Source: an optimization exercise on an open RTL-to-GDS flow (aim: small area, a short achievable clock period and few clock cycles per item). Production flows keep margins and buffers that such runs may drop.
At most, simulation tests tie the RTL to the original design; equivalence was not proved.
No functional check of the RTL was part of run 3.
Power and IR drop assume default switching activity.

## design/flow/flow/run.sh

```bash
#!/bin/bash
# The standard layout (standard.sh) with three changes to how the
# layout is made:
#  - sky130_fd_sc_hd__buf_2 as the port buffer cell (every input and
#    output port still gets its own buffer);
#  - constant outputs keep the synthesis's shared tie cells (no per-port
#    tie copies); repair_design buffers those nets as needed;
#  - clock tree synthesis without dummy loads.
# The make output goes to standard.log in this folder.
export BUFFER_PORTS_ARGS="-buffer_cell sky130_fd_sc_hd__buf_2"
export SKIP_REPAIR_TIE_FANOUT=1
export CTS_ARGS="-sink_clustering_enable -repair_clock_nets -dont_use_dummy_load"
bash standard.sh > standard.log 2>&1
```

## design/flow/config.mk

```make
export PLATFORM = sky130hd
export DESIGN_NAME = lfcore
export DESIGN_NICKNAME = lfcore
export VERILOG_FILES = /design/flow/design.v
export SDC_FILE = /design/flow/constraint.sdc
export NUM_CORES = 4
export LEC_CHECK = 0
export CAP_MARGIN = 20
export CORE_MARGIN = 2
export CORE_UTILIZATION = 40
export SLEW_MARGIN = 20
```

## design/flow/constraint.sdc

```tcl
create_clock -name core_clock -period 12.0 [get_ports {clk}]
set_input_delay 2.4000 -clock core_clock [delete_from_list [all_inputs] [get_ports {clk}]]
set_output_delay 2.4000 -clock core_clock [all_outputs]
set_load 0.01 [all_outputs]
```

## design/flow/standard.sh

```bash
#!/bin/bash
# synth_recipe.tcl (not shown) runs the flow's synth.tcl, then flattens the netlist and writes it again
# the make line also repeats each setting of config.mk as NAME=value (left out here)
make -C /OpenROAD-flow-scripts/flow DESIGN_CONFIG=/design/flow/config.mk WORK_HOME=/design/flow/orfs CLKGATE_MAP_FILE= SYNTH_SCRIPT=/design/flow/synth_recipe.tcl "${@:-finish}"
```

## design/flow/design.v

```verilog
module lfcore_div (
    input  wire        first,
    input  wire [5:0]  diff,
    input  wire        tgt,
    input  wire [15:0] d,
    input  wire [16:0] u,
    input  wire [5:0]  c,
    output wire [16:0] u_n,
    output wire [5:0]  c_n,
    output wire        more
);
    wire [5:0]  dx = first ? diff : 6'd0;
    assign more = u[16] || ((u[15:6] == 10'd0) && (u[5:0] <= dx));
    wire [16:0] a  = u - {11'd0, dx};
    wire [16:0] x  = u;
    wire [16:0] y  = ~{11'd0, dx};
    wire [16:0] z  = {1'b0, d};
    wire [16:0] s  = x ^ y ^ z;
    wire [16:0] m  = (x & y) | (x & z) | (y & z);
    wire [16:0] b  = s + {m[15:0], 1'b1};
    assign u_n = more ? b : a;
    assign c_n = more ? (tgt ? c + 6'd1 : c - 6'd1) : c;
endmodule
module lfcore (
    input  wire         clk,
    input  wire         rst,
    input  wire         cmd_valid,
    input  wire [31:0]  cmd,
    output wire         cmd_ready,
    output reg          rsp_valid,
    output wire [31:0]  result,
    output reg          cmd_err,
    output wire [127:0] frame_out,
    output reg          frame_valid,
    output wire [127:0] dc_out,
    output reg          dc_write,
    output wire         sleep_req,
    output wire [31:0]  now_ms
);
    localparam K_TICK = 0, K_REFRESH = 1, K_MEDGE = 2, K_BEDGE = 3, K_POLL = 4,
               K_RESET = 5, K_STATUS = 6, K_GSTART = 7, K_GSTOP = 8,
               K_GISRUN = 9, K_GSTEP = 10, K_ZON = 11, K_ZOFF = 12,
               K_ZRUN = 13, K_MTICK = 14, K_BCONS = 15, K_SCHED = 16;
    localparam [1:0] M_STOPPED  = 2'd0;
    localparam [1:0] M_RUNNING  = 2'd1;
    localparam [1:0] M_STOPPING = 2'd2;
    localparam [1:0] S_IDLE    = 2'd0;
    localparam [1:0] S_FADEIN  = 2'd1;
    localparam [1:0] S_STEADY  = 2'd2;
    localparam [1:0] S_FADEOUT = 2'd3;
    reg [31:0] now;
    reg        inMotion;
    localparam [8:0]  T9   = 9'd272;       
    localparam [9:0]  T10  = 10'd576;      
    localparam [13:0] T14  = 14'd14338;    
    localparam [8:0]  FT_END = 9'd196;     
    localparam [13:0] MT_END = 14'd1470;   
    localparam [9:0]  LT_END = 10'd940;    
    localparam [9:0]  LT_49  = 10'd647;    
    localparam [9:0]  P499 = 10'd502, P599 = 10'd958, P699 = 10'd370,
                      P899 = 10'd188, P999 = 10'd982;
    reg [13:0] mt;             
    reg        lastLevel;
    reg        depressed;
    reg [9:0]  lt;             
    reg        sdone;
    reg [1:0]  pc;             
    reg        half;           
    reg        lockout;
    reg [1:0]  sched;
    reg [8:0]  ft;             
    reg        asleep;
    reg [23:0] zc;
    reg [3:0]  zt;
    reg [23:0] zf;
    reg [63:0] zd;
    reg [67:0] zq;             
    reg [1:0]  g0m;
    reg        g0dn;
    reg [5:0]  pq;
    reg [8:0]  pr;
    reg        g1r, g2r;
    reg [9:0]  ga1, ga2;       
    reg        go1, go2;       
    reg [5:0]  fz, fg0;
    reg        fg1, fg2;
    assign sleep_req = asleep;
    assign now_ms    = now;
    wire [15:0] fz16  = {10'd0, fz};
    wire [15:0] fg016 = {10'd0, fg0};
    wire [15:0] fg116 = {10'd0, {6{fg1}}};
    wire [15:0] fg216 = {10'd0, {6{fg2}}};
    assign frame_out = {fg216, fg216, fg116, fg016, fz16, fz16, fz16, fz16};
    wire [15:0] dc16 = {10'd0, ~half, 5'b11111};
    assign dc_out = {8{dc16}};
    reg [9:0]  res_lo;
    reg        res16;
    assign result = {15'd0, res16, 6'd0, res_lo};
    reg        rdy;
    reg        s_v;
    reg        s_wait;
    reg [16:0] s_oh;
    reg [4:0]  s_fl;
    reg [1:0]  s_idx;
    reg [15:0] s_imm;
    assign cmd_ready = rdy;
    wire [7:0] c_op  = cmd[31:24];
    wire [7:0] c_idx = cmd[23:16];
    wire       c_z24 = (cmd[23:0] == 24'd0);
    wire       c_z23 = (cmd[23:1] == 23'd0);
    wire       c_imm0 = (cmd[15:0] == 16'd0);
    wire       c_gi  = (c_idx[7:2] == 6'd0) && (c_idx[1:0] != 2'd3);
    wire       c_zi  = (c_idx[7:2] == 6'd0);
    reg [16:0] c_oh;
    always @(*) begin
        c_oh = 17'd0;
        c_oh[K_TICK]    = (c_op == 8'h01);
        c_oh[K_REFRESH] = (c_op == 8'h02);
        c_oh[K_MEDGE]   = (c_op == 8'h03);
        c_oh[K_BEDGE]   = (c_op == 8'h04);
        c_oh[K_POLL]    = (c_op == 8'h05);
        c_oh[K_RESET]   = (c_op == 8'h06);
        c_oh[K_STATUS]  = (c_op == 8'h07);
        c_oh[K_GSTART]  = (c_op == 8'h10);
        c_oh[K_GSTOP]   = (c_op == 8'h11);
        c_oh[K_GISRUN]  = (c_op == 8'h12);
        c_oh[K_GSTEP]   = (c_op == 8'h13);
        c_oh[K_ZON]     = (c_op == 8'h20);
        c_oh[K_ZOFF]    = (c_op == 8'h21);
        c_oh[K_ZRUN]    = (c_op == 8'h22);
        c_oh[K_MTICK]   = (c_op == 8'h30);
        c_oh[K_BCONS]   = (c_op == 8'h40);
        c_oh[K_SCHED]   = (c_op == 8'h50);
    end
    wire [4:0] c_fl = {c_z24, c_z23, c_imm0 && c_gi, c_zi, c_imm0 && c_zi};
    wire [15:0] zd0 = zd[15:0];
    wire [3:0]  zact;
    genvar gz;
    generate for (gz = 0; gz < 4; gz = gz + 1) begin : g_act
        assign zact[gz] = (zc[6*gz +: 6] != {6{zt[gz]}});
    end endgenerate
    wire z0slow = (zd0[15:6] == 10'd0);
    wire [3:0] zser = {zact[3:1], zact[0] & z0slow};
    wire c_slow = ((c_op == 8'h01) && (zser != 4'd0)) ||
                  (c_op == 8'h20) || (c_op == 8'h21) || (c_op == 8'h22) ||
                  (c_op == 8'h06);
    wire       go = s_v && !s_wait;
    reg [3:0]  zoh;            
    reg        zfirst;         
    reg        zrot;           
    wire [16:0] e_rn;
    wire [5:0]  e_cn;
    wire        e_more;
    lfcore_div u_step (
        .first(zfirst | ~s_wait), .diff(zf[5:0]), .tgt(zt[0]), .d(zd0),
        .u(zq[16:0]), .c(zc[5:0]), .u_n(e_rn), .c_n(e_cn), .more(e_more)
    );
    wire s_hold = s_v && s_wait;
    wire w_on   = s_hold && s_oh[K_TICK];
    wire w_need = zact[0] && (!zoh[0] || z0slow);
    wire w_step = w_on && !zrot && s_fl[4] && (!zfirst || w_need);
    wire w_rot  = zrot;
    wire w_zop  = s_hold && !zrot && (zoh[s_idx]);
    wire [5:0] lvl0 = zc[5:0];
    wire v_tick    = s_oh[K_TICK]    & s_fl[4] & ~s_wait;
    wire v_refresh = s_oh[K_REFRESH] & s_fl[4];
    wire v_medge   = s_oh[K_MEDGE]   & s_fl[4];
    wire v_bedge   = s_oh[K_BEDGE]   & s_fl[3];
    wire v_poll    = s_oh[K_POLL]    & s_fl[4];
    wire v_reset   = s_oh[K_RESET]   & s_fl[4] & ~s_wait;
    wire v_status  = s_oh[K_STATUS]  & s_fl[4];
    wire v_gstart  = s_oh[K_GSTART]  & s_fl[2];
    wire v_gstop   = s_oh[K_GSTOP]   & s_fl[2];
    wire v_gisrun  = s_oh[K_GISRUN]  & s_fl[2];
    wire v_gstep   = s_oh[K_GSTEP]   & s_fl[2];
    wire v_zon     = s_oh[K_ZON]     & s_fl[1];
    wire v_zoff    = s_oh[K_ZOFF]    & s_fl[1];
    wire v_zrun    = s_oh[K_ZRUN]    & s_fl[0];
    wire v_mtick   = s_oh[K_MTICK]   & s_fl[4];
    wire v_bcons   = s_oh[K_BCONS]   & s_fl[4];
    wire v_sched   = s_oh[K_SCHED]   & s_fl[4];
    wire s_ok = v_tick | v_refresh | v_medge | v_bedge | v_poll | v_reset |
                v_status | v_gstart | v_gstop | v_gisrun | v_gstep | v_zon |
                v_zoff | v_zrun | v_mtick | v_bcons | v_sched;
    wire poll_aw  = v_poll & ~asleep;
    wire do_btn   = poll_aw | v_bcons;
    wire do_mtick = poll_aw | v_mtick;
    wire do_sched = poll_aw | v_sched;
    wire do_run   = poll_aw;
    wire btn_short = do_btn && (pc == 2'd1);
    wire btn_long  = do_btn && (pc == 2'd2);
    wire im2 = inMotion && !btn_long && !(do_mtick && (mt == MT_END));
    wire idle_or_fo = (sched == S_IDLE) || (sched == S_FADEOUT);
    wire ft0      = (ft == FT_END);
    wire a_on     = do_sched &&  idle_or_fo && im2;
    wire a_idle   = do_sched && (sched == S_FADEOUT) && !im2 && ft0;
    wire a_off    = do_sched && !idle_or_fo && !im2;
    wire a_steady = do_sched && (sched == S_FADEIN) && im2 && ft0;
    wire [1:0] sched_n = a_on ? S_FADEIN : a_off ? S_FADEOUT :
                         a_idle ? S_IDLE : a_steady ? S_STEADY : sched;
    wire g0sel = (s_idx == 2'd0), g1sel = (s_idx == 2'd1), g2sel = (s_idx == 2'd2);
    wire start0 = a_steady || (v_gstart && g0sel);
    wire start1 = a_steady || (v_gstart && g1sel);
    wire start2 = a_steady || (v_gstart && g2sel);
    wire stop0  = a_off || (v_gstop && g0sel);
    wire stop1  = a_off || (v_gstop && g1sel);
    wire stop2  = a_off || (v_gstop && g2sel);
    wire step0  = do_run || (v_gstep && g0sel);
    wire step1  = do_run || (v_gstep && g1sel);
    wire step2  = do_run || (v_gstep && g2sel);
    wire g0run  = (g0m == M_RUNNING);
    wire g0stp  = (g0m == M_STOPPING);
    wire pq0    = (pq == 6'd0);
    wire [5:0] g0_b   = pq;
    wire       g0_end = g0stp && pq0;
    wire       g0_stopr = stop0 && g0run;              
    wire       g0_clr   = start0 || g0_stopr || (step0 && g0_end);
    wire [1:0] g0m_a    = start0 ? M_RUNNING :
                          g0_stopr ? (pq0 ? M_STOPPED : M_STOPPING) : g0m;
    wire [1:0] g0m_n    = (step0 && g0_end && !start0) ? M_STOPPED : g0m_a;
    wire       g1r_a  = start1 || (!stop1 && g1r);
    wire       g2r_a  = start2 || (!stop2 && g2r);
    wire       g1_clr = start1 || stop1;
    wire       g2_clr = start2 || stop2;
    wire       g1_on  = g1r_a && (g1_clr || go1);
    wire       g2_on  = g2r_a && !g2_clr && go2;
    wire sleep_ok = (sched_n == S_IDLE) && !im2 && !depressed &&
                    (do_btn || (pc == 2'd0)) && (g0m_a != M_STOPPING);
    wire zs_T    = a_on;                  
    wire z0set_s = (a_on || a_off) && !((lvl0 == {6{zs_T}}) && (zt[0] == zs_T));
    wire zop_T    = s_oh[K_ZON];
    wire zop_do   = w_zop && (v_zon | v_zoff) && !((lvl0 == {6{zop_T}}) && (zt[0] == zop_T));
    wire zrun_do  = w_zop && v_zrun;
    wire        up_c    = (pr >= 9'd437);            
    wire [8:0]  pr_up   = up_c ? pr - 9'd437 : pr + 9'd63;
    wire        dn_c    = (pr < 9'd63);              
    wire [8:0]  pr_dn   = dn_c ? pr + 9'd437 : pr - 9'd63;
    wire [5:0]  pq_inc  = pq + 6'd1;
    wire [5:0]  pq_dec  = pq - 6'd1;
    always @(posedge clk) begin
        if (rst) begin
            rdy         <= 1'b1;
            s_v         <= 1'b0;
            rsp_valid   <= 1'b0;
            frame_valid <= 1'b0;
            dc_write    <= 1'b0;
        end else begin
            rdy <= rdy ? !(cmd_valid && c_slow) : go;
            if (rdy)
                s_v <= cmd_valid;
            else if (go)
                s_v <= 1'b0;
            rsp_valid   <= go;
            frame_valid <= v_refresh;
            dc_write    <= v_reset || btn_short;
        end
    end
    always @(posedge clk) begin
        if (rst) begin
            s_oh   <= 17'd0;
        end else if (!s_hold) begin
            s_oh   <= (rdy && cmd_valid) ? c_oh : 17'd0;
        end
        if (!s_hold) begin
            s_wait <= c_slow;
            s_fl   <= c_fl;
            s_idx  <= c_idx[1:0];
            s_imm  <= cmd[15:0];
            zoh    <= 4'b0001;
            zfirst <= 1'b1;
            zrot   <= 1'b0;
        end else if (s_oh[K_RESET]) begin
            s_wait <= 1'b0;
        end else if (zrot) begin
            zrot   <= 1'b0;
            zfirst <= 1'b1;
            zoh    <= {zoh[2:0], zoh[3]};
            if (zoh[3])
                s_wait <= 1'b0;
        end else begin
            zfirst <= 1'b0;
            if (!w_step || !e_more)
                zrot <= 1'b1;
        end
        if (zrun_do) begin
            res_lo <= {4'd0, lvl0};
        end else if (go && !v_zrun) begin
            res_lo  <= ({10{v_status}} &
                        {lastLevel, pc, sched, asleep, lockout, half, depressed, inMotion}) |
                       ({10{v_gisrun}} & {9'd0, g0sel ? g0run : g1sel ? g1r : g2r}) |
                       ({10{v_gstep & g0sel}} & {4'd0, g0_b}) |
                       ({10{v_gstep & g1sel & g1_on}} & 10'd63) |
                       ({10{v_gstep & g2sel & g2_on}} & 10'd100);
        end
        if (go) begin
            cmd_err <= !s_ok;
            res16   <= v_gstep && (g0sel ? (g0run && !pq0) : g1sel ? g1_on : g2_on);
        end
    end
    reg rst_q, rstop_q;
    always @(posedge clk) begin
        rst_q   <= rst;
        rstop_q <= !rst && s_hold && s_oh[K_RESET] && s_fl[4];
    end
    wire rs  = rst_q || rstop_q;
    always @(posedge clk) begin
        if (rs) begin
            now       <= 32'd0;
            inMotion  <= 1'b0;
            mt        <= MT_END;
            lastLevel <= 1'b1;
            depressed <= 1'b0;
            lt        <= LT_END;
            sdone     <= 1'b1;
            pc        <= 2'd0;
            half      <= 1'b0;
            lockout   <= 1'b0;
            sched     <= S_IDLE;
            ft        <= FT_END;
            asleep    <= 1'b0;
        end else begin
            if (v_tick)
                now <= now + 32'd1;
            if (v_tick | v_refresh | v_medge | v_bedge)
                asleep <= 1'b0;
            else if (do_sched && sleep_ok)
                asleep <= 1'b1;
            if (v_medge) begin
                if (!lockout) begin
                    mt       <= 14'd1;
                    inMotion <= 1'b1;
                end
            end else if (v_tick) begin
                if (mt != MT_END) mt <= {mt[12:0], ^(mt & T14)};
            end else begin
                if (btn_long) mt <= MT_END;
                if (do_btn || do_mtick) inMotion <= im2;
            end
            if (v_bedge) begin
                if (s_imm[0] != lastLevel) begin
                    lastLevel <= s_imm[0];
                    if (!s_imm[0]) begin
                        depressed <= 1'b1;
                        lt        <= 10'd1;
                        sdone     <= 1'b0;
                    end else if (depressed) begin
                        depressed <= 1'b0;
                        if (lt == LT_END)  pc <= 2'd2;
                        else if (sdone)    pc <= 2'd1;
                    end
                end
            end else if (v_tick) begin
                if (lt != LT_END) lt <= {lt[8:0], ^(lt & T10)};
                if (lt == LT_49)  sdone <= 1'b1;
            end else if (do_btn) begin
                pc <= 2'd0;
                if (btn_short) half <= ~half;
                if (btn_long)  lockout <= ~lockout;
            end
            if (v_tick) begin
                if (!ft0) ft <= {ft[7:0], ^(ft & T9)};
            end else if (do_sched) begin
                sched <= sched_n;
                if (a_on || a_off) ft <= 9'd1;
            end
        end
    end
    wire z0_tick = v_tick && zact[0] && !z0slow;
    wire z0_step = w_step || z0_tick;
    generate for (gz = 0; gz < 4; gz = gz + 1) begin : g_zone
        localparam integer gn = (gz + 1) % 4;
        always @(posedge clk) begin
            if (rs) begin
                zc[6*gz +: 6] <= 6'd0;
                zt[gz]        <= 1'b0;
            end else if (w_rot) begin
                zc[6*gz +: 6] <= zc[6*gn +: 6];
                zt[gz]        <= zt[gn];
            end else if (gz == 0) begin
                if (zop_do) begin
                    zt[0] <= zop_T;
                    if (s_imm == 16'd0)
                        zc[5:0] <= {6{zop_T}};
                end else if (z0set_s) begin
                    zt[0] <= zs_T;
                end else if (z0_step) begin
                    zc[5:0] <= e_cn;
                end
            end
        end
        always @(posedge clk) begin
            if (w_rot) begin
                zf[6*gz +: 6]   <= zf[6*gn +: 6];
                zd[16*gz +: 16] <= zd[16*gn +: 16];
                zq[17*gz +: 17] <= zq[17*gn +: 17];
            end else if (gz == 0) begin
                if (zop_do) begin
                    zf[5:0]   <= zop_T ? ~lvl0 : lvl0;
                    zd[15:0]  <= s_imm;
                    zq[16:0]  <= {1'b0, s_imm};
                end else if (z0set_s) begin
                    zf[5:0]   <= zs_T ? ~lvl0 : lvl0;
                    zd[15:0]  <= 16'd500;
                    zq[16:0]  <= 17'd500;
                end else if (z0_step) begin
                    zq[16:0]  <= e_rn;
                end
            end
        end
    end endgenerate
    always @(posedge clk) begin
        if (rs)
            fz <= 6'd0;
        else if (do_run || (zrun_do && (s_idx == 2'd0)))
            fz <= lvl0;
    end
    always @(posedge clk) begin
        if (rs) begin
            g0m   <= M_STOPPED;
            g0dn  <= 1'b0;
            pq    <= 6'd0;
            pr    <= 9'd0;
            g1r   <= 1'b0;
            g2r   <= 1'b0;
            ga1   <= 10'd1;
            ga2   <= 10'd1;
            go1   <= 1'b1;
            go2   <= 1'b0;
            fg0   <= 6'd0;
            fg1   <= 1'b0;
            fg2   <= 1'b0;
        end else begin
            if (v_tick) begin
                if (g0stp) begin
                    pr <= pr_up;
                    if (up_c && !pq0) pq <= pq_dec;
                end else if (g0run) begin
                    if (!g0dn) begin
                        pr <= pr_up;
                        if (up_c) pq <= pq_inc;
                        if (pq == 6'd62 && pr == 9'd437) g0dn <= 1'b1;
                    end else begin
                        pr <= pr_dn;
                        if (dn_c) pq <= pq_dec;
                        if (pq == 6'd0 && pr == 9'd63) g0dn <= 1'b0;
                    end
                end
                if (g1r) begin
                    ga1 <= (ga1 == P999) ? 10'd1 : {ga1[8:0], ^(ga1 & T10)};
                    if (ga1 == P499) go1 <= 1'b0;
                    if (ga1 == P999) go1 <= 1'b1;
                end
                if (g2r) begin
                    ga2 <= (ga2 == P999) ? 10'd1 : {ga2[8:0], ^(ga2 & T10)};
                    if (ga2 == P599 || ga2 == P899) go2 <= 1'b1;
                    if (ga2 == P699 || ga2 == P999) go2 <= 1'b0;
                end
            end else begin
                g0m <= g0m_n;
                if (g0_clr) begin
                    g0dn <= 1'b0;
                    pr   <= 9'd0;
                end
                if (start0)
                    pq <= 6'd0;
                if (step0)
                    fg0 <= start0 ? 6'd0 : g0_b;
                g1r <= g1r_a;
                if (g1_clr) begin
                    ga1 <= 10'd1;
                    go1 <= 1'b1;
                end
                if (step1) fg1 <= g1_on;
                g2r <= g2r_a;
                if (g2_clr) begin
                    ga2 <= 10'd1;
                    go2 <= 1'b0;
                end
                if (step2) fg2 <= g2_on;
            end
        end
    end
endmodule
```

==> reports/metrics.csv, run 1 <==
stage,metric,value,unit
run_status,status,timing/DRC/antenna clean,
global_routing,grt_max_degree,182,
timing,finalSetupViolations,0,
timing,rsz0062_at_grt,no,
clock_network,root_buffer,clkbuf_16,
floorplan,die-area,0.05194,mm²
layout,drive_above_1_share,11.11,%
clock_network,cts-buffers-inserted,42,
floorplan,rows,82,
timing,fin_crit,3.963,ns
detailed_routing,wl_per_cell,17.65,µm
worst_setup_path,critical_path_arrival,4.29,ns
yosys,syn_area_per_cell,9.636,µm²
yosys,ys_ff_latch,382,
timing,fin_crit_sh,33.03,%
timing,tightest_slew,0.9993,ns
timing,slew-limit-headroom,33.31,%
power,ir_worst_vdd,79.25,µV
yosys,synth_top_flop_cell,dfxtp_1,
global_routing,antenna_found_initial,0,
yosys,ys_types,89,
placement,dp_hpwl,31.92,mm
power,p_leak,7.734,nW
detailed_routing,dr.pass1.iters,5,
clock_network,cts.sinks,382,
worst_setup_path,criticalPathCategory,flop to flop,
clock_network,post-cts-setup-buffers,0,
detailed_routing,drc,0,
global_routing,grt-ovfl-total,0,
clock_network,clock_latency,0.58,ns
yosys,syn_nets,2171,
worst_hold_path,hp-class,flop to flop,
detailed_routing,vias_per_cell,5.394,
placement,io_buffers,139,
power,power.density,124.6,mW/mm²
yosys,async_reset_ff_share,0,%
clock_network,clock_path_buffers,3,
clock_network,hold_buffers,0,
timing,fmax,252.3,MHz
yosys,synth_cells,2081,
clock_network,cts_tree,built,
yosys,ys_top_cells_by_area,"edfxtp_1 (28%), dfxtp_1 (19%), buf_4 (10%)",
run,maxCapViolCount,0,
timing,hold_violations,0,
global_routing,grt_first_pass_wirelength,71.65,mm
detailed_routing,antenna_left,0,
yosys,yosysTopAreaCell,edfxtp_1,
floorplan,core-area,0.04986,mm²
timing,tns,0,ns
floorplan,ioPinCount,361,
clock_network,cts-resized-gates,0,
detailed_routing,num_vias,13980,
layout,fin_nets,2009,
yosys,syn_area,0.02005,mm²
timing,holdWs,0.3538,ns
timing,maxSlewViolCount,0,
worst_setup_path,required,12.33,ns
placement,gp_congestion,0.8846,
clock_network,htreeDepth,2,
worst_setup_path,worstSetupStartpointType,flop,
yosys,yosys.area.top_type_share,28.15,%
floorplan,dieWidth,227.9,µm
clock_network,clkSlewWorstSetupHoldPaths,0.06,ns
global_routing,grt_use_total,17.06,%
layout,syn2layout_area_growth,1.516,%
detailed_routing,totalWireLength,45.73,mm
global_routing,grt_pass1_vias,13060,
floorplan,start_util,40.21,%
worst_setup_path,crit_fanout,11,
yosys,ys_warn_count,1,
timing,fin_skew,0.07524,ns
worst_setup_path,crit_path_end_kind,flop,
yosys,synth-edff-count,188,
detailed_routing,drt_iter0_drc,966,
yosys,yosysSeqAreaShare,47.52,%
floorplan,chipHeight,227.9,µm
==> power by group <==
group	internal (mW)	switching, mW	total (mW)
Sequential	1.37	0.00874	1.38
Clock	0.612	0.474	1.09
Combinational	0.0148	0.0603	0.0750
Total	1.99	0.543	2.54
==> kinds of logic (layout without fill, tap and decap cells) <==
| group | count (synthesis) | in the layout | synth area share [%] |
|---|---|---|---|
| AOI/OAI and AO/OA | 421 | 421 | 13.47 |
| xor gates and xnor gates | 67 | 67 | 2.927 |
| adders and majority gates | 56 | 56 | 3.819 |
| buffers and inverters | 455 | 291 | 13.70 |
| DFF | 382 | 382 | 47.52 |
| muxes | 50 | 50 | 2.571 |
| other | 2 | 4 | 0.03745 |
| and+or+nand+nor | 648 | 648 | 15.96 |
==> path summary, 6_finish.rpt <==
kind	from	to	slack [ns]	depth (start not counted)
worst max-delay path	s_wait	zq[15]	8.04	12
worst min-delay path	zf[14]	zf[8]	0.35	0
worst max register to register	s_wait	zq[15]	8.04	12
worst min register to register	zf[14]	zf[8]	0.35	0
==> cell type report <==
class	instances	area, µm²
inverters	102	382.9
multi-input cells	1244	7787
repair buffers	147	755.7
well taps	672	840.8
clock buffers	42	1051
diodes	2	5.005
flip-flops and latches	382	9533
fillers	4940	29510
==> cells in the mapped netlist, drive strengths merged (10+ instances only) <==
library cell  number
a211oi            17
a21oi            122
a22o              12
a22oi             27
a31oi             11
and2              15
and3              14
buf              276
clkbuf            77
dfxtp            194
edfxtp           188
ha                46
inv              101
mux2i             47
nand2            174
nand2b            15
nand3             77
nand4             25
nor2             162
nor2b             20
nor3              35
nor3b             10
nor4              21
o2111ai           10
o211ai            17
o21ai            115
or3               32
or4               17
xnor2             40
xor2              27
==> cell usage in the layout (no fill, tap or decap), types with 25 or more instances in the layout <==
master | synthesis | routed
xor2_1 | 27 | 27
inv_1 | 100 | 100
o21ai_1 | 33 | 33
ha_1 | 46 | 46
xnor2_1 | 40 | 40
o21ai_0 | 82 | 82
clkbuf_16 | 0 | 42
nand4_1 | 25 | 25
or3_1 | 32 | 32
nor2_1 | 160 | 158
buf_2 | 3 | 139
edfxtp_1 | 188 | 188
nor3_1 | 35 | 35
nand3_1 | 77 | 77
mux2i_1 | 47 | 47
a22oi_1 | 27 | 27
nand2_1 | 174 | 174
a21oi_1 | 121 | 121
dfxtp_1 | 194 | 193
==> metrics by stage <==
stage | area, µm² | std cells | utilization (%) | setup slack, ns | power, mW
2_1_floorplan | 20050 | 2081 | - | 7.115 | 1.508
3_3_place_gp | 19300 | 2547 | 38.71 | 7.587 | 1.476
3_5_place_dp | 19300 | 2547 | 38.71 | 7.522 | 1.477
4_1_cts | 20350 | 2589 | 40.81 | 8.064 | 2.571
5_1_grt | 20350 | 2589 | 40.81 | 7.803 | 2.622
6_report | 20360 | 2591 | 40.82 | 8.037 | 2.536
==> layer usage <==
metal / share of wire [%] / routed length [µm] / global-route usage (%)
met4: 3.5 / 1589 / 6.373
met3: 5.4 / 2465 / 2.875
met2: 46 / 20900 / 27.39
met5: 0 / 0 / 0
met1: 45 / 20770 / 23.12
==> registers in the layout, indices dropped and copies added, names as in the netlist, 4 cells and up <==
| name | cells |
|---|---|
| ga1 | 10 |
| pq | 6 |
| zd | 64 |
| zf | 24 |
| lt | 10 |
| now | 32 |
| zc | 24 |
| res_lo | 10 |
| pr | 9 |
| zt | 4 |
| s_fl | 5 |
| ft | 9 |
| s_oh | 17 |
| s_imm | 16 |
| mt | 14 |
| fz | 6 |
| fg0 | 6 |
| zq | 68 |
| ga2 | 10 |
| zoh | 4 |
==> critical path: stages (launching register included) <==
cell and delay (ns):
edfxtp_1 0.62, nand2_1 0.34, nand2_1 0.19, inv_1 0.06
fa_1 0.47, inv_1 0.04, ha_1 0.22, or4_1 0.56
o211ai_1 0.25, a31oi_1 0.21, nor3b_1 0.20, or4_1 0.39
a31o_1 0.21
Testbench counts, summed over its fixed seeds: cycles 472,464, ops 472,456.
==> run 2, diff against run 1 <==
--- a/design/flow/design.v
+++ b/design/flow/design.v
@@ -67,3 +67,3 @@
     reg [1:0]  pc;             
-    reg        half;           
+    reg        full;           
     reg        lockout;
@@ -93,3 +93,3 @@
     assign frame_out = {fg216, fg216, fg116, fg016, fz16, fz16, fz16, fz16};
-    wire [15:0] dc16 = {10'd0, ~half, 5'b11111};
+    wire [15:0] dc16 = {10'd0, full, 5'b11111};
     assign dc_out = {8{dc16}};
@@ -101,3 +101,22 @@
     reg        s_wait;
-    reg [16:0] s_oh;
+    reg [5:0]  s_hi;
+    reg [7:0]  s_lo;
+    wire [16:0] s_oh;
+    assign s_oh[K_TICK]    = s_hi[0] & s_lo[1];
+    assign s_oh[K_REFRESH] = s_hi[0] & s_lo[2];
+    assign s_oh[K_MEDGE]   = s_hi[0] & s_lo[3];
+    assign s_oh[K_BEDGE]   = s_hi[0] & s_lo[4];
+    assign s_oh[K_POLL]    = s_hi[0] & s_lo[5];
+    assign s_oh[K_RESET]   = s_hi[0] & s_lo[6];
+    assign s_oh[K_STATUS]  = s_hi[0] & s_lo[7];
+    assign s_oh[K_GSTART]  = s_hi[1] & s_lo[0];
+    assign s_oh[K_GSTOP]   = s_hi[1] & s_lo[1];
+    assign s_oh[K_GISRUN]  = s_hi[1] & s_lo[2];
+    assign s_oh[K_GSTEP]   = s_hi[1] & s_lo[3];
+    assign s_oh[K_ZON]     = s_hi[2] & s_lo[0];
+    assign s_oh[K_ZOFF]    = s_hi[2] & s_lo[1];
+    assign s_oh[K_ZRUN]    = s_hi[2] & s_lo[2];
+    assign s_oh[K_MTICK]   = s_hi[3] & s_lo[0];
+    assign s_oh[K_BCONS]   = s_hi[4] & s_lo[0];
+    assign s_oh[K_SCHED]   = s_hi[5] & s_lo[0];
     reg [4:0]  s_fl;
@@ -113,23 +132,13 @@
     wire       c_zi  = (c_idx[7:2] == 6'd0);
-    reg [16:0] c_oh;
-    always @(*) begin
-        c_oh = 17'd0;
-        c_oh[K_TICK]    = (c_op == 8'h01);
-        c_oh[K_REFRESH] = (c_op == 8'h02);
-        c_oh[K_MEDGE]   = (c_op == 8'h03);
-        c_oh[K_BEDGE]   = (c_op == 8'h04);
-        c_oh[K_POLL]    = (c_op == 8'h05);
-        c_oh[K_RESET]   = (c_op == 8'h06);
-        c_oh[K_STATUS]  = (c_op == 8'h07);
-        c_oh[K_GSTART]  = (c_op == 8'h10);
-        c_oh[K_GSTOP]   = (c_op == 8'h11);
-        c_oh[K_GISRUN]  = (c_op == 8'h12);
-        c_oh[K_GSTEP]   = (c_op == 8'h13);
-        c_oh[K_ZON]     = (c_op == 8'h20);
-        c_oh[K_ZOFF]    = (c_op == 8'h21);
-        c_oh[K_ZRUN]    = (c_op == 8'h22);
-        c_oh[K_MTICK]   = (c_op == 8'h30);
-        c_oh[K_BCONS]   = (c_op == 8'h40);
-        c_oh[K_SCHED]   = (c_op == 8'h50);
-    end
+    wire [5:0] c_hi;
+    wire [7:0] c_lo;
+    genvar gk;
+    generate
+        for (gk = 0; gk < 6; gk = gk + 1) begin : g_hi
+            assign c_hi[gk] = (c_op[7:4] == gk);
+        end
+        for (gk = 0; gk < 8; gk = gk + 1) begin : g_lo
+            assign c_lo[gk] = (c_op[3:0] == gk);
+        end
+    endgenerate
     wire [4:0] c_fl = {c_z24, c_z23, c_imm0 && c_gi, c_zi, c_imm0 && c_zi};
@@ -259,5 +268,5 @@
         if (rst) begin
-            s_oh   <= 17'd0;
+            s_hi   <= 6'd0;
         end else if (!s_hold) begin
-            s_oh   <= (rdy && cmd_valid) ? c_oh : 17'd0;
+            s_hi   <= (rdy && cmd_valid) ? c_hi : 6'd0;
         end
@@ -265,2 +274,3 @@
             s_wait <= c_slow;
+            s_lo   <= c_lo;
             s_fl   <= c_fl;
@@ -288,3 +298,3 @@
             res_lo  <= ({10{v_status}} &
-                        {lastLevel, pc, sched, asleep, lockout, half, depressed, inMotion}) |
+                        {lastLevel, pc, sched, asleep, lockout, ~full, depressed, inMotion}) |
                        ({10{v_gisrun}} & {9'd0, g0sel ? g0run : g1sel ? g1r : g2r}) |
@@ -315,3 +325,3 @@
             pc        <= 2'd0;
-            half      <= 1'b0;
+            full      <= 1'b1;
             lockout   <= 1'b0;
@@ -356,3 +366,3 @@
                 pc <= 2'd0;
-                if (btn_short) half <= ~half;
+                if (btn_short) full <= ~full;
                 if (btn_long)  lockout <= ~lockout;
==> reports/metrics.csv, run 2 <==
stage,metric,value,unit
layout,largest_reg_flops,68,
placement,gp_congestion,0.9326,
yosys,synth_top_flop_cell,edfxtp_1,
timing,hold_violations,0,
detailed_routing,antenna_left,0,
floorplan,dieWidth,228.1,µm
global_routing,antenna_found_initial,4,
detailed_routing,vias_per_cell,5.504,
worst_setup_path,critical_path_arrival,4.37,ns
layout,postLayoutCellArea,0.02044,mm²
power,ir_worst_vdd,111.0,µV
timing,holdWs,0.4079,ns
yosys,async_reset_ff_share,0,%
yosys,synth-edff-count,196,
power,sw_frac_of_total,21.50,%
yosys,syn_nets,2138,
power,total_power,2.550,mW
worst_hold_path,hold_depth,0,
floorplan,chipHeight,228.1,µm
clock_network,post-cts-setup-buffers,0,
worst_setup_path,reg2reg_depth,13,
timing,tns,0,ns
clock_network,clock_path_buffers,3,
layout,fin_nets,1977,
layout,layout.cells.non_filler,2559,
global_routing,grt_pass1_vias,13330,
layout,max_flop_register,zq,
worst_setup_path,r2r_end,zq[9],
timing,fmax,246.7,MHz
global_routing,grt-ovfl-total,0,
yosys,ys_types,94,
floorplan,die-area,0.05201,mm²
worst_setup_path,cp-startpoint,s_wait,
layout,drive_above_1_share,12.52,%
clock_network,htreeDepth,2,
worst_setup_path,required,12.32,ns
worst_hold_path,min_to,zd[34],
worst_setup_path,criticalPathCategory,flop to flop,
timing,tightest_slew,1.082,ns
timing,finalSetupViolations,0,
clock_network,cts-resized-gates,0,
timing,fin_crit,4.054,ns
detailed_routing,num_vias,14080,
yosys,synth_common_cells,"buf_4 (266), edfxtp_1 (196), dfxtp_1 (183), nor2_1 (165), nand2_1 (144)",
yosys,ys_ff_latch,379,
detailed_routing,totalWireLength,47.40,mm
detailed_routing,wl_per_cell,18.52,µm
detailed_routing,drt_iter0_drc,1290,
clock_network,hold_buffers,0,
worst_setup_path,crit_path_end_kind,flop,
layout,most-common-layout-cells,"edfxtp_1 (196), dfxtp_1 (182), nor2_1 (164)",
yosys,yosysSeqAreaShare,47.56,%
worst_setup_path,crit_fanout,16,
power,seqPwrFrac,53.8,%
placement,io_buffers,139,
power,internal_power,2.002,mW
yosys,yosysMostFrequentCell,buf_4,
placement,dp.cells,2514,
power,power.density,124.7,mW/mm²
worst_hold_path,hp-start,zd[50],
timing,fin_crit_sh,33.78,%
timing,rsz0062_at_grt,no,
power,p_leak,7.571,nW
floorplan,ioPinCount,361,
layout,mostFrequentLayoutCell,edfxtp_1,
worst_hold_path,hp-class,flop to flop,
clock_network,cts_tree,built,
worst_setup_path,rr_startpoint,s_wait,
power,switching_power,0.5483,mW
detailed_routing,dr.pass1.iters,6,
clock_network,cts-buffers-inserted,43,
yosys,syn_area,0.02008,mm²
power,p_comb_share,2.9,%
yosys,syn_area_per_cell,9.804,µm²
run_status,status,timing/DRC/antenna clean,
yosys,ys_warn_count,1,
yosys,yosys.area.top_type_share,29.31,%
power,p_clk_share,43.3,%
global_routing,grt_first_pass_wirelength,75.06,mm
yosys,ys_top_cells_by_area,"edfxtp_1 (29%), dfxtp_1 (18%), buf_4 (9.9%)",
timing,fin_skew,0.04885,ns
worst_setup_path,worstSetupStartpointType,flop,
clock_network,root_buffer,clkbuf_16,
floorplan,core-area,0.04986,mm²
yosys,synth_cells,2048,
layout,syn2layout_area_growth,1.807,%
worst_setup_path,r2r_slack,7.95,ns
timing,slew-limit-headroom,27.85,%
clock_network,cts.sinks,379,
global_routing,grt_use_total,17.89,%
floorplan,start_util,40.27,%
global_routing,grt_max_degree,182,
timing,maxSlewViolCount,0,
clock_network,clkSlewWorstSetupHoldPaths,0.06,ns
detailed_routing,drc,0,
placement,place_area,0.01936,mm²
placement,dp_hpwl,32.75,mm
clock_network,clock_latency,0.57,ns
run,maxCapViolCount,0,
layout,top_regs,"zq (68), zd (64), now (32)",
floorplan,rows,82,
yosys,yosysTopAreaCell,edfxtp_1,
-- run 2: cell count changes in the layout (fill, tap and decap cells not counted), moves of 11 or more --
cell and change:
dfxtp_1 -11, or3_1 -14, nand3_1 +13, a21oi_1 -13, a22o_1 +12, nand2_1 -30, o21ai_1 -27
-- run 2: critical path, cell delays in order (launching register included) --
cell      delay [ns]
edfxtp_1        0.50
nand2_1         0.25
and2_1          0.20
ha_1            0.18
inv_1           0.06
fa_1            0.41
a211oi_1        0.33
nor2_1          0.12
o31ai_1         0.35
a41oi_4         0.41
buf_4           0.35
nor4b_2         0.29
a211oi_1        0.09
a221o_1         0.28
-- run 2: through the flow --
step / setup slack (ns) / utilization, %
after floorplan: 7.170 / -
after global placement: 7.584 / 38.83
after detailed placement: 7.570 / 38.83
after CTS: 7.957 / 40.99
after global routing: 7.721 / 40.99
final: 7.946 / 41.00
-- run 2: how the worst max path moves through the flow --
stage / slack, ns / to / depth (start not counted)
2_1_floorplan: 7.17 / zq[11] / 5
3_3_place_gp: 7.58 / s_fl[4] / 6
3_5_place_dp: 7.57 / s_fl[4] / 6
4_1_cts: 7.96 / zq[9] / 13
5_1_grt: 7.72 / zq[9] / 13
6_report: 7.95 / zq[9] / 13
-- run 2: logic make-up after synthesis --
kind of cell	share of synthesized area [%]
AND/OR/NAND/NOR	15.61
buffers and inverters	13.75
AO/OA/AOI/OAI	13.92
flip-flops	47.56
XOR/XNOR	3.184
adder cells (fa/ha/maj)	3.764
multiplexers	2.181
other	0.03740
-- run 2: routing by layer --
layer	vias up	global-route usage (%)	routed length (µm)
met4	2	5.801	1156
met1	6795	25.81	22210
met5	-	0	8
li1	6717	-	-
met3	78	3.250	3408
met2	492	27.09	20610
-- run 2: final cells by class --
class / count / area [µm²]
Fill cell: 4888 / 29420
Tap cell: 672 / 840.8
Inverter: 111 / 416.7
Antenna cell: 2 / 5.005
Timing Repair Buffer: 148 / 763.2
Multi-Input combinational cell: 1204 / 7787
Clock buffer: 43 / 1076
Sequential cell: 379 / 9553
-- run 2: power by group through the flow --
| stage | registers [mW] | clock network [mW] | logic [mW] |
|---|---|---|---|
| floorplan | 1.39 | 0 | 0.109 |
| global placement | 1.40 | 0 | 0.0729 |
| detailed placement | 1.40 | 0 | 0.0741 |
| CTS | 1.37 | 1.14 | 0.0743 |
| global route | 1.37 | 1.18 | 0.0819 |
| finish | 1.37 | 1.10 | 0.0751 |
Testbench counts of run 2, summed over its fixed seeds: cycles 472,464, ops 472,456.
==> run 3, diff against run 2 <==
--- a/design/flow/design.v
+++ b/design/flow/design.v
@@ -121,3 +121,3 @@
     assign s_oh[K_SCHED]   = s_hi[5] & s_lo[0];
-    reg [4:0]  s_fl;
+    reg        s_za;           
     reg [1:0]  s_idx;
@@ -127,7 +127,2 @@
     wire [7:0] c_idx = cmd[23:16];
-    wire       c_z24 = (cmd[23:0] == 24'd0);
-    wire       c_z23 = (cmd[23:1] == 23'd0);
-    wire       c_imm0 = (cmd[15:0] == 16'd0);
-    wire       c_gi  = (c_idx[7:2] == 6'd0) && (c_idx[1:0] != 2'd3);
-    wire       c_zi  = (c_idx[7:2] == 6'd0);
     wire [5:0] c_hi;
@@ -143,3 +138,2 @@
     endgenerate
-    wire [4:0] c_fl = {c_z24, c_z23, c_imm0 && c_gi, c_zi, c_imm0 && c_zi};
     wire [15:0] zd0 = zd[15:0];
@@ -163,3 +157,3 @@
     lfcore_div u_step (
-        .first(zfirst | ~s_wait), .diff(zf[5:0]), .tgt(zt[0]), .d(zd0),
+        .first(zfirst), .diff(zf[5:0]), .tgt(zt[0]), .d(zd0),
         .u(zq[16:0]), .c(zc[5:0]), .u_n(e_rn), .c_n(e_cn), .more(e_more)
@@ -173,2 +167,7 @@
     wire [5:0] lvl0 = zc[5:0];
+    wire s_imm1 = (s_imm[15:1] == 15'd0);
+    wire s_imm0 = s_imm1 && !s_imm[0];
+    wire s_idx0 = s_za && (s_idx == 2'd0);
+    wire [4:0] s_fl = {s_idx0 && s_imm0, s_idx0 && s_imm1,
+                       s_za && (s_idx != 2'd3) && s_imm0, s_za, s_za && s_imm0};
     wire v_tick    = s_oh[K_TICK]    & s_fl[4] & ~s_wait;
@@ -275,3 +274,3 @@
             s_lo   <= c_lo;
-            s_fl   <= c_fl;
+            s_za   <= (c_idx[7:2] == 6'd0);
             s_idx  <= c_idx[1:0];
--- a/design/flow/config.mk
+++ b/design/flow/config.mk
@@ -9,3 +9,5 @@
 export CORE_MARGIN = 2
-export CORE_UTILIZATION = 40
+export CORE_UTILIZATION = 55
+export CTS_CLUSTER_DIAMETER = 150
+export CTS_CLUSTER_SIZE = 40
 export SLEW_MARGIN = 20
==> reports/metrics.csv, run 3 <==
stage,metric,value,unit
run_status,status,timing/DRC/antenna clean,
layout,fin_nets,1988,
floorplan,rows,69,
clock_network,root_buffer,clkbuf_16,
detailed_routing,wl_per_cell,19.85,µm
clock_network,post-cts-setup-buffers,0,
yosys,yosysTopAreaCell,edfxtp_1,
worst_setup_path,cp_num_buf_inv,0,
power,seqPwrFrac,54.3,%
yosys,syn_nets,2143,
yosys,async_reset_ff_share,0,%
yosys,ys_warn_count,1,
layout,drive_above_1_share,12.24,%
timing,tightest_slew,1.078,ns
worst_setup_path,required,12.07,ns
placement,dp_hpwl,32.70,mm
floorplan,die-area,0.03769,mm²
global_routing,grt_max_degree,182,
worst_setup_path,worstSetupStartpointType,flop,
detailed_routing,drt_iter0_drc,1192,
worst_setup_path,r2r_end,zq[3],
yosys,muxShareOfSynthArea,2.184,%
power,internal_power,1.964,mW
yosys,yosysMostFrequentCell,buf_4,
global_routing,use_met1,36.13,%
worst_hold_path,min_to,zq[29],
detailed_routing,antenna_left,0,
layout,top_regs,"zq (68), zd (64), now (32)",
global_routing,antenna_found_initial,4,
worst_hold_path,hp-class,flop to flop,
global_routing,grt_pass1_vias,13000,
clock_network,cts-buffers-inserted,41,
yosys,ys_top_cells_by_area,"edfxtp_1 (29%), dfxtp_1 (18%), buf_4 (10%)",
global_routing,gr-usage-met3,3.670,%
placement,gp_congestion,0.8892,
layout,fin_util,56.13,%
run,maxCapViolCount,0,
yosys,synth-edff-count,192,
layout,fillers,3202,
placement,io_buffers,139,
yosys,ys_ff_latch,375,
clock_network,hold_buffers,0,
layout,syn2layout_area_growth,0.4214,%
power,ir_worst_vdd,133.6,µV
worst_setup_path,rr_startpoint,s_imm[10],
worst_setup_path,reg2reg_depth,7,
detailed_routing,dr.pass1.iters,5,
clock_network,htreeDepth,2,
timing,rsz0062_at_grt,no,
power,sw_frac_of_total,21.48,%
timing,holdWs,0.4087,ns
detailed_routing,totalWireLength,46.83,mm
floorplan,chipHeight,194.1,µm
power,p_clk_share,42.3,%
global_routing,grt_first_pass_wirelength,73.41,mm
power,switching_power,0.5372,mW
yosys,synth_top_family_by_area,simple AND/OR/NAND/NOR gates,
yosys,syn_area,0.01988,mm²
worst_setup_path,crit_fanout,17,
timing,hold_violations,0,
yosys,syn_area_per_cell,9.685,µm²
timing,tns,0,ns
yosys,yosysSeqAreaShare,47.42,%
timing,fmax,244.8,MHz
timing,setup_ws,7.914,ns
power,p_leak,7.594,nW
timing,maxSlewViolCount,0,
power,total_power,2.501,mW
timing,fin_skew,0.03430,ns
layout,mostFrequentLayoutCell,nor2_1,
layout,multi_input_area,0.007724,mm²
global_routing,use_met2,37.14,%
floorplan,dieWidth,194.1,µm
yosys,ys_types,93,
clock_network,cts-resized-gates,0,
floorplan,ioPinCount,361,
clock_network,cts.sinks,375,
layout,most-common-layout-cells,"nor2_1 (193), edfxtp_1 (192), dfxtp_1 (182)",
power,power.density,125.3,mW/mm²
yosys,synth_top_flop_cell,edfxtp_1,
clock_network,clock_latency,0.56,ns
worst_setup_path,slowest_stage,nand2_1,
yosys,synth_common_cells,"buf_4 (268), nor2_1 (194), edfxtp_1 (192), dfxtp_1 (183), nand2_1 (141)",
detailed_routing,drc,0,
timing,finalSetupViolations,0,
timing,fin_crit_sh,34.05,%
worst_setup_path,criticalPathCategory,flop to flop,
floorplan,core-area,0.03557,mm²
worst_setup_path,r2r_slack,7.91,ns
yosys,yosys.area.top_type_share,29.00,%
worst_setup_path,critical_path_arrival,4.15,ns
timing,slew-limit-headroom,28.12,%
clock_network,clkSlewWorstSetupHoldPaths,0.06,ns
worst_hold_path,hp-start,zq[46],
detailed_routing,vias_per_cell,5.899,
worst_setup_path,cp_cell_sequence,nor4_1 -> and3_1 -> nand3_1 -> o211ai_2 -> nor2_1 -> o21ai_1 -> nand2_1,
yosys,synth-compound-area-share,13.73,%
timing,fin_crit,4.086,ns
floorplan,start_util,55.90,%
global_routing,grt-ovfl-total,0,
placement,pre_cts_slack,7.841,ns
detailed_routing,num_vias,13920,
global_routing,grt_use_total,24.41,%
yosys,synth_simple_gate_area_share,16.26,%
yosys,synth_cells,2053,
layout,largest_reg_flops,68,
yosys,yosys.area_share.adder,3.902,%
clock_network,cts_tree,built,
yosys,synth-xor-area-share,2.643,%
layout,regArea,0.009433,mm²
worst_hold_path,hold_depth,0,
worst_setup_path,crit_path_end_kind,flop,
worst_setup_path,critPathMaxStageDelay,0.74,ns
global_routing,busiest_layer,met2,
power,p_comb_share,3.4,%
worst_setup_path,crit_family,simple AND/OR/NAND/NOR gates,
clock_network,clock_path_buffers,3,
layout,max_flop_register,zq,
## run 3: per-stage QoR
step,std cells,area (µm²)
after floorplan,2053,19880
after global placement,2316,18930
after detailed placement,2316,18930
after CTS,2357,19960
after global routing,2359,19970
final,2359,19970
## run 3: power by group through the flow
stage	Clock, mW	Sequential (mW)	Combinational [mW]
after CTS	1.09	1.36	0.0844
after floorplan	0	1.38	0.119
after global routing	1.13	1.36	0.0931
final	1.06	1.36	0.0855
after global placement	0	1.38	0.0839
after detailed placement	0	1.38	0.0842
## run 3: cell families after synthesis
kind of cell    after synthesis
compound gates              410
flops                       375
buf+inv                     456
fa+ha+maj                    57
xor+xnor                     60
simple gates                651
mux                          42
other cells                   2
## run 3: worst max-delay path by stage
stage / end / slack, ns / start / cells after the start
finish: zq[3] / 7.91 / s_imm[10] / 7
global route: zq[4] / 7.60 / s_imm[10] / 7
CTS: zq[3] / 7.83 / s_imm[4] / 7
detailed placement: zq[11] / 7.84 / s_imm[4] / 7
global placement: zq[11] / 8.01 / s_imm[4] / 7
floorplan: zq[0] / 7.31 / zrot / 6
## run 3: layout make-up
class	instances	area share, %
antenna	2	0.02507
clock buffer	41	5.138
inverter	103	1.936
multi-input combinational	1222	38.68
sequential	375	47.24
tap	461	2.889
timing repair buffer	155	4.086
## run 3: worst register-to-register path: stages (launching register included)
cell and delay [ns]:
edfxtp_1 0.42, nor4_1 0.56, and3_1 0.50, nand3_1 0.18, o211ai_2 0.54, nor2_1 0.11, o21ai_1 0.53, nand2_1 0.75
## run 3: metal layers
metal | part of all wire [%] | wire, µm | vias to the layer above
met2 | 44 | 20630 | 417
li1 | - | - | 6698
met1 | 48 | 22290 | 6708
met4 | 2.2 | 1025 | 2
met3 | 6.1 | 2876 | 91
met5 | 0.023 | 11 | -
==> run 4, diff against run 3 <==
--- a/design/flow/design.v
+++ b/design/flow/design.v
@@ -122,2 +122,3 @@
     reg        s_za;           
+    reg        s_z1;           
     reg [1:0]  s_idx;
@@ -167,3 +168,3 @@
     wire [5:0] lvl0 = zc[5:0];
-    wire s_imm1 = (s_imm[15:1] == 15'd0);
+    wire s_imm1 = s_z1;
     wire s_imm0 = s_imm1 && !s_imm[0];
@@ -275,2 +276,3 @@
             s_za   <= (c_idx[7:2] == 6'd0);
+            s_z1   <= (cmd[15:1] == 15'd0);
             s_idx  <= c_idx[1:0];
--- a/design/flow/config.mk
+++ b/design/flow/config.mk
@@ -9,5 +9,3 @@
 export CORE_MARGIN = 2
-export CORE_UTILIZATION = 55
-export CTS_CLUSTER_DIAMETER = 150
-export CTS_CLUSTER_SIZE = 40
+export CORE_UTILIZATION = 40
 export SLEW_MARGIN = 20
==> reports/metrics.csv, run 4 <==
stage,metric,value,unit
yosys,synth_common_cells,"buf_4 (267), edfxtp_1 (193), dfxtp_1 (183), nor2_1 (168), nand2_1 (150)",
clock_network,htreeDepth,2,
floorplan,die-area,0.05215,mm²
power,p_comb_share,3.4,%
timing,fin_crit_sh,35.40,%
yosys,syn_area,0.02014,mm²
layout,mostFrequentLayoutCell,edfxtp_1,
yosys,yosysTopAreaCell,edfxtp_1,
global_routing,antenna_found_initial,3,
placement,io_buffers,139,
yosys,ys_top_cells_by_area,"edfxtp_1 (29%), dfxtp_1 (18%), buf_4 (10%)",
yosys,syn_area_per_cell,9.727,µm²
power,switching_power,0.5573,mW
timing,maxSlewViolCount,0,
timing,tns,0,ns
clock_network,cts-resized-gates,0,
placement,pre_cts_slack,7.710,ns
worst_setup_path,cp-startpoint,zc[0],
yosys,syn_nets,2160,
layout,most-common-layout-cells,"edfxtp_1 (193), dfxtp_1 (182), nor2_1 (167)",
detailed_routing,drt_iter0_drc,1230,
power,p_clk_share,43.1,%
floorplan,ioPinCount,361,
yosys,synth-edff-count,193,
clock_network,hold_buffers,0,
global_routing,grt_max_degree,182,
global_routing,grt_first_pass_wirelength,78.91,mm
clock_network,cts-buffers-inserted,43,
detailed_routing,num_vias,14460,
timing,rsz0062_at_grt,no,
worst_setup_path,cp_cell_sequence,nand4_1 -> nor3_1 -> a211o_1 -> nand2_2 -> nor3_4 -> inv_2 -> or2_1,
layout,fin_util,41.10,%
worst_setup_path,cp_num_buf_inv,1,
detailed_routing,antenna_left,0,
layout,layout.cells.non_filler,2590,
yosys,ys_types,89,
yosys,ys_ff_latch,376,
worst_setup_path,crit_path_end_kind,flop,
detailed_routing,dr.pass1.iters,5,
yosys,synth_top_flop_cell,edfxtp_1,
clock_network,post-cts-setup-buffers,0,
placement,dp.cells,2545,
power,internal_power,1.997,mW
layout,fin_nets,2008,
detailed_routing,vias_per_cell,5.581,
timing,hold_violations,0,
layout,max_flop_register,zq,
floorplan,core-area,0.04997,mm²
placement,dp_hpwl,35.43,mm
global_routing,grt-ovfl-total,0,
yosys,async_reset_ff_share,0,%
worst_setup_path,crit_fanout,30,
clock_network,root_buffer,clkbuf_16,
yosys,synth_cells,2070,
floorplan,dieWidth,228.4,µm
worst_setup_path,critical_path_arrival,4.36,ns
worst_setup_path,criticalPathCategory,flop to flop,
worst_setup_path,worstSetupStartpointType,flop,
timing,slew-limit-headroom,30.95,%
yosys,yosysSeqAreaShare,46.98,%
timing,setup_ws,7.752,ns
worst_setup_path,reg2reg_depth,7,
worst_setup_path,critPathMaxStageDelay,0.70,ns
yosys,yosysMostFrequentCell,buf_4,
detailed_routing,drc,0,
clock_network,clock_latency,0.60,ns
yosys,yosys.area.top_type_share,28.78,%
power,power.density,124.4,mW/mm²
layout,top_regs,"zq (68), zd (64), now (32)",
power,seqPwrFrac,53.4,%
timing,fin_skew,0.09665,ns
layout,drive_above_1_share,12.11,%
floorplan,chipHeight,228.4,µm
run_status,status,timing/DRC/antenna clean,
timing,holdWs,0.3491,ns
worst_setup_path,endpoint,zq[0],
clock_network,cts.sinks,376,
placement,gp_congestion,0.9358,
power,p_leak,7.517,nW
worst_setup_path,required,12.11,ns
layout,syn2layout_area_growth,1.995,%
detailed_routing,wl_per_cell,19.34,µm
clock_network,clkSlewWorstSetupHoldPaths,0.06,ns
timing,tightest_slew,1.034,ns
timing,fin_crit,4.248,ns
power,sw_frac_of_total,21.82,%
layout,largest_reg_flops,68,
worst_hold_path,hp-class,flop to flop,
floorplan,rows,82,
worst_setup_path,r2r_end,zq[0],
yosys,ys_warn_count,1,
run,maxCapViolCount,0,
worst_setup_path,cp.depth,7,
timing,finalSetupViolations,0,
clock_network,clock_path_buffers,3,
worst_setup_path,rr_startpoint,zc[0],
worst_setup_path,crit_family,simple AND/OR/NAND/NOR gates,
floorplan,start_util,40.30,%
worst_setup_path,r2r_slack,7.75,ns
detailed_routing,totalWireLength,50.09,mm
power,ir_worst_vdd,88.70,µV
clock_network,cts_tree,built,
worst_setup_path,slowest_stage,dfxtp_1,
worst_hold_path,hold_depth,0,
global_routing,grt_pass1_vias,13860,
global_routing,grt_use_total,18.94,%
timing,fmax,235.4,MHz
==> run 4: changes by cell type after synthesis, moves of 5 or more <==
cell,before,now
a211oi_2,7,2
nand2_1,141,150
or2_2,2,7
o22a_1,1,8
nor2_1,194,168
a211oi_1,17,22
o21ai_0,91,57
o21ai_1,1,30
a21o_1,10,5
o31ai_1,8,14
nand4_1,21,30
a22oi_1,33,22
nor3_1,41,53
==> run 4: worst min path at each step <==
| stage | from | to |
|---|---|---|
| 6_report | zq[52] | zq[35] |
| 5_1_grt | zf[21] | zf[15] |
| 4_1_cts | zf[21] | zf[15] |
| 3_5_place_dp | zd[37] | zd[21] |
| 3_3_place_gp | zf[22] | zf[16] |
| 2_1_floorplan | zd[32] | zd[16] |
==> run 4: final cells by class <==
| cell class | instances | area, µm² |
|---|---|---|
| Antenna cell | 2 | 5.005 |
| Clock buffer | 43 | 1076 |
| Fill cell | 4878 | 29430 |
| Inverter | 102 | 382.9 |
| Multi-Input combinational cell | 1244 | 7984 |
| Sequential cell | 376 | 9463 |
| Tap cell | 672 | 840.8 |
| Timing Repair Buffer | 151 | 785.8 |
==> run 4: cells by family after synthesis <==
family	after synthesis	synth area share [%]
xor+xnor	65	2.827
fa+ha+maj	55	3.753
mux	39	2.001
simple gates	665	17.00
other cells	2	0.03730
compound gates	418	13.91
buf+inv	450	13.50
flops	376	46.98
==> run 4: routing by layer <==
layer  track usage [%]  routed length, µm  up-vias
met5                 0                  0        -
met4             7.006               1693        0
met1             24.69              21780     7035
met2             31.35              23730      476
li1                  -                  -     6843
met3             3.555               2886      101
==> run 4: power by group through the flow <==
stage          Sequential, mW  Combinational, mW  Clock, mW
6_report                 1.37             0.0870       1.10
3_5_place_dp             1.39             0.0863          0
3_3_place_gp             1.39             0.0853          0
2_1_floorplan            1.38              0.120          0
4_1_cts                  1.36             0.0865       1.13
5_1_grt                  1.37             0.0954       1.18
==> run 4: per-stage QoR <==
stage	area, µm²	power (mW)
floorplan	20140	1.505
global placement	19450	1.477
detailed placement	19450	1.478
CTS	20520	2.584
global route	20540	2.645
finish	20540	2.554
Testbench counts of run 4, summed over its fixed seeds: cycles 472,464, ops 472,456.
==> run 5, diff against run 4 <==
--- a/design/flow/flow/run.sh
+++ b/design/flow/flow/run.sh
@@ -7,3 +7,4 @@
 #    tie copies); repair_design buffers those nets as needed;
-#  - clock tree synthesis without dummy loads.
+#  - clock tree synthesis without dummy loads, with sink clusters of up
+#    to 24 flip-flops (120 um), for fewer clock buffers.
 # The make output goes to standard.log in this folder.
@@ -11,3 +12,3 @@
 export SKIP_REPAIR_TIE_FANOUT=1
-export CTS_ARGS="-sink_clustering_enable -repair_clock_nets -dont_use_dummy_load"
+export CTS_ARGS="-sink_clustering_enable -sink_clustering_size 24 -sink_clustering_max_diameter 120 -repair_clock_nets -dont_use_dummy_load"
 bash standard.sh > standard.log 2>&1
==> reports/metrics.csv, run 5 <==
stage,metric,value,unit
run_status,status,timing/DRC/antenna clean,
global_routing,grt_pass1_vias,13630,
timing,hold_violations,0,
worst_setup_path,slowest_stage,edfxtp_1,
worst_setup_path,critical_path_arrival,4.39,ns
global_routing,grt_first_pass_wirelength,77.70,mm
yosys,yosysMostFrequentCell,buf_4,
power,total_power,2.134,mW
power,p_leak,7.221,nW
yosys,syn_nets,2160,
worst_setup_path,crit_path_end_kind,flop,
layout,fillers,4927,
placement,dp_hpwl,35.43,mm
floorplan,core-area,0.04997,mm²
global_routing,grt-ovfl-total,0,
placement,pre_cts_slack,7.710,ns
timing,tns,0,ns
worst_setup_path,required,12.12,ns
layout,mostFrequentLayoutCell,edfxtp_1,
yosys,synth_top_flop_cell,edfxtp_1,
layout,most-common-layout-cells,"edfxtp_1 (193), dfxtp_1 (182), nor2_1 (167)",
layout,top_regs,"zq (68), zd (64), now (32)",
clock_network,clock_path_buffers,3,
timing,setup_ws,7.724,ns
timing,finalSetupViolations,0,
clock_network,cts-resized-gates,0,
global_routing,antenna_found_initial,3,
yosys,ys_types,89,
worst_setup_path,criticalPathCategory,flop to flop,
layout,multi_input_area,0.007984,mm²
power,ir_worst_vdd,79.96,µV
yosys,synth_cells,2070,
yosys,ys_warn_count,1,
layout,fin_nets,1984,
detailed_routing,drt_iter0_drc,1161,
worst_setup_path,cp_cell_sequence,mux4_2 -> nand3_1 -> a211o_1 -> nand2_2 -> nor3_4 -> inv_2 -> or2_1,
clock_network,clock_latency,0.55,ns
timing,slew-limit-headroom,30.05,%
detailed_routing,dr.pass1.iters,6,
clock_network,post-cts-setup-buffers,0,
worst_setup_path,cp.depth,7,
yosys,ys_top_cells_by_area,"edfxtp_1 (29%), dfxtp_1 (18%), buf_4 (10%)",
timing,fin_skew,0.05251,ns
layout,max_flop_register,zq,
layout,largest_reg_flops,68,
floorplan,chipHeight,228.4,µm
worst_hold_path,hp-class,flop to flop,
clock_network,cts-buffers-inserted,19,
global_routing,grt_max_degree,182,
detailed_routing,wl_per_cell,19.26,µm
clock_network,hold_buffers,0,
detailed_routing,num_vias,14200,
clock_network,clkSlewWorstSetupHoldPaths,0.09,ns
power,power.density,107.0,mW/mm²
placement,gp_congestion,0.9358,
worst_hold_path,hold_depth,0,
timing,fin_crit_sh,35.63,%
floorplan,rows,82,
worst_setup_path,crit_fanout,30,
yosys,syn_area,0.02014,mm²
worst_setup_path,critPathMaxStageDelay,0.71,ns
timing,holdWs,0.4055,ns
worst_setup_path,cp_num_buf_inv,1,
floorplan,dieWidth,228.4,µm
clock_network,htreeDepth,1,
timing,fmax,233.9,MHz
timing,fin_crit,4.276,ns
clock_network,cts_tree,built,
yosys,yosysTopAreaCell,edfxtp_1,
floorplan,ioPinCount,361,
detailed_routing,drc,0,
yosys,async_reset_ff_share,0,%
layout,syn2layout_area_growth,-0.9881,%
worst_setup_path,reg2reg_depth,7,
detailed_routing,totalWireLength,49.41,mm
layout,drive_above_1_share,10.99,%
worst_setup_path,worstSetupStartpointType,flop,
yosys,syn_area_per_cell,9.727,µm²
timing,maxSlewViolCount,0,
global_routing,grt_use_total,18.48,%
placement,dp.cells,2545,
yosys,yosys.area.top_type_share,28.78,%
detailed_routing,vias_per_cell,5.534,
yosys,yosysSeqAreaShare,46.98,%
worst_setup_path,crit_family,simple AND/OR/NAND/NOR gates,
layout,regArea,0.009463,mm²
layout,layout.cells.non_filler,2566,
detailed_routing,antenna_left,0,
timing,tightest_slew,1.049,ns
clock_network,root_buffer,clkbuf_16,
yosys,synth_common_cells,"buf_4 (267), edfxtp_1 (193), dfxtp_1 (183), nor2_1 (168), nand2_1 (150)",
timing,rsz0062_at_grt,no,
placement,io_buffers,139,
floorplan,die-area,0.05215,mm²
run,maxCapViolCount,0,
clock_network,cts.sinks,376,
yosys,synth-edff-count,193,
floorplan,start_util,40.30,%
yosys,ys_ff_latch,376,
[run 5: layout make-up]
cell class                 count  share of cell area (%)
antenna                        2                 0.02510
tap                          672                   4.217
timing repair buffer         151                   3.941
sequential                   376                   47.46
clock buffer                  19                   2.385
inverter                     102                   1.920
multi-input combinational   1244                   40.05
[run 5: power by group]
part           internal (mW)  switching (mW)
combinational         0.0193          0.0676
sequential              1.35          0.0131
clock                  0.285           0.400
total                   1.65           0.481
[run 5: worst paths after layout]
kind / startpoint / endpoint / slack (ns)
max: s_idx[0] / zq[0] / 7.72
min: zq[52] / zq[35] / 0.41
max reg2reg: s_idx[0] / zq[0] / 7.72
min reg2reg: zq[52] / zq[35] / 0.41
[run 5: logic make-up (layout without fill, tap and decap cells)]
group	Yosys count	after routing	share of synthesized area, %
other	2	4	0.03730
adders and majority gates	55	55	3.753
xor gates and xnor gates	65	65	2.827
buffers and inverters	450	272	13.50
DFF	376	376	46.98
and+or+nand+nor	665	665	17.00
muxes	39	39	2.001
AOI/OAI and AO/OA	418	418	13.91
[run 5: metal layers]
| layer | vias up | global-route usage [%] | part of all wire [%] |
|---|---|---|---|
| met3 | 67 | 2.445 | 4.9 |
| met1 | 6956 | 24.69 | 44 |
| met5 | - | 0 | 0 |
| li1 | 6805 | - | - |
| met2 | 371 | 31.02 | 48 |
| met4 | 0 | 6.046 | 3.0 |
[run 5: stage by stage]
step	area, µm²	util [%]
2_1_floorplan	20140	-
3_3_place_gp	19450	38.92
3_5_place_dp	19450	38.92
4_1_cts	19920	39.88
5_1_grt	19940	39.90
6_report	19940	39.90

[afterwards: timing with drivers on the ports]
No port has a modelled driver above. Below, the same layouts with a new extraction and two added sets of constraints. Step 1 (the two cells are an assumption about what drives the block):
set clk [get_ports {clk}]
set_driving_cell -lib_cell sky130_fd_sc_hd__clkbuf_16 $clk
set_driving_cell -lib_cell sky130_fd_sc_hd__buf_2 [delete_from_list [all_inputs] $clk]
Step 2, shift: input delay + t, output delay - t, t = (earliest + latest rising clock arrival at the registers) / 2. This alone moves slack from input paths to output paths. a / b / c = ideal / step 1 / step 2; a / b = the first two.
run | t (ns) | setup slack, ns | worst data-port slew with drivers (ns)
run 1 | 0.594 | 8.037 / 8.037 / 7.550 | 0.11
run 2 | 0.605 | 7.946 / 7.946 / 7.640 | 0.10
run 3 | 0.594 | 7.914 / 7.914 / 7.914 | 0.08
run 4 | 0.603 | 7.752 / 7.752 / 7.752 | 0.08
run 5 | 0.581 | 7.724 / 7.724 / 7.724 | 0.08
After both steps every run listed still meets setup and hold. The setup slack of run 1, which loses most, moves by 0.000 ns with the drivers and by -0.487 ns with both steps.
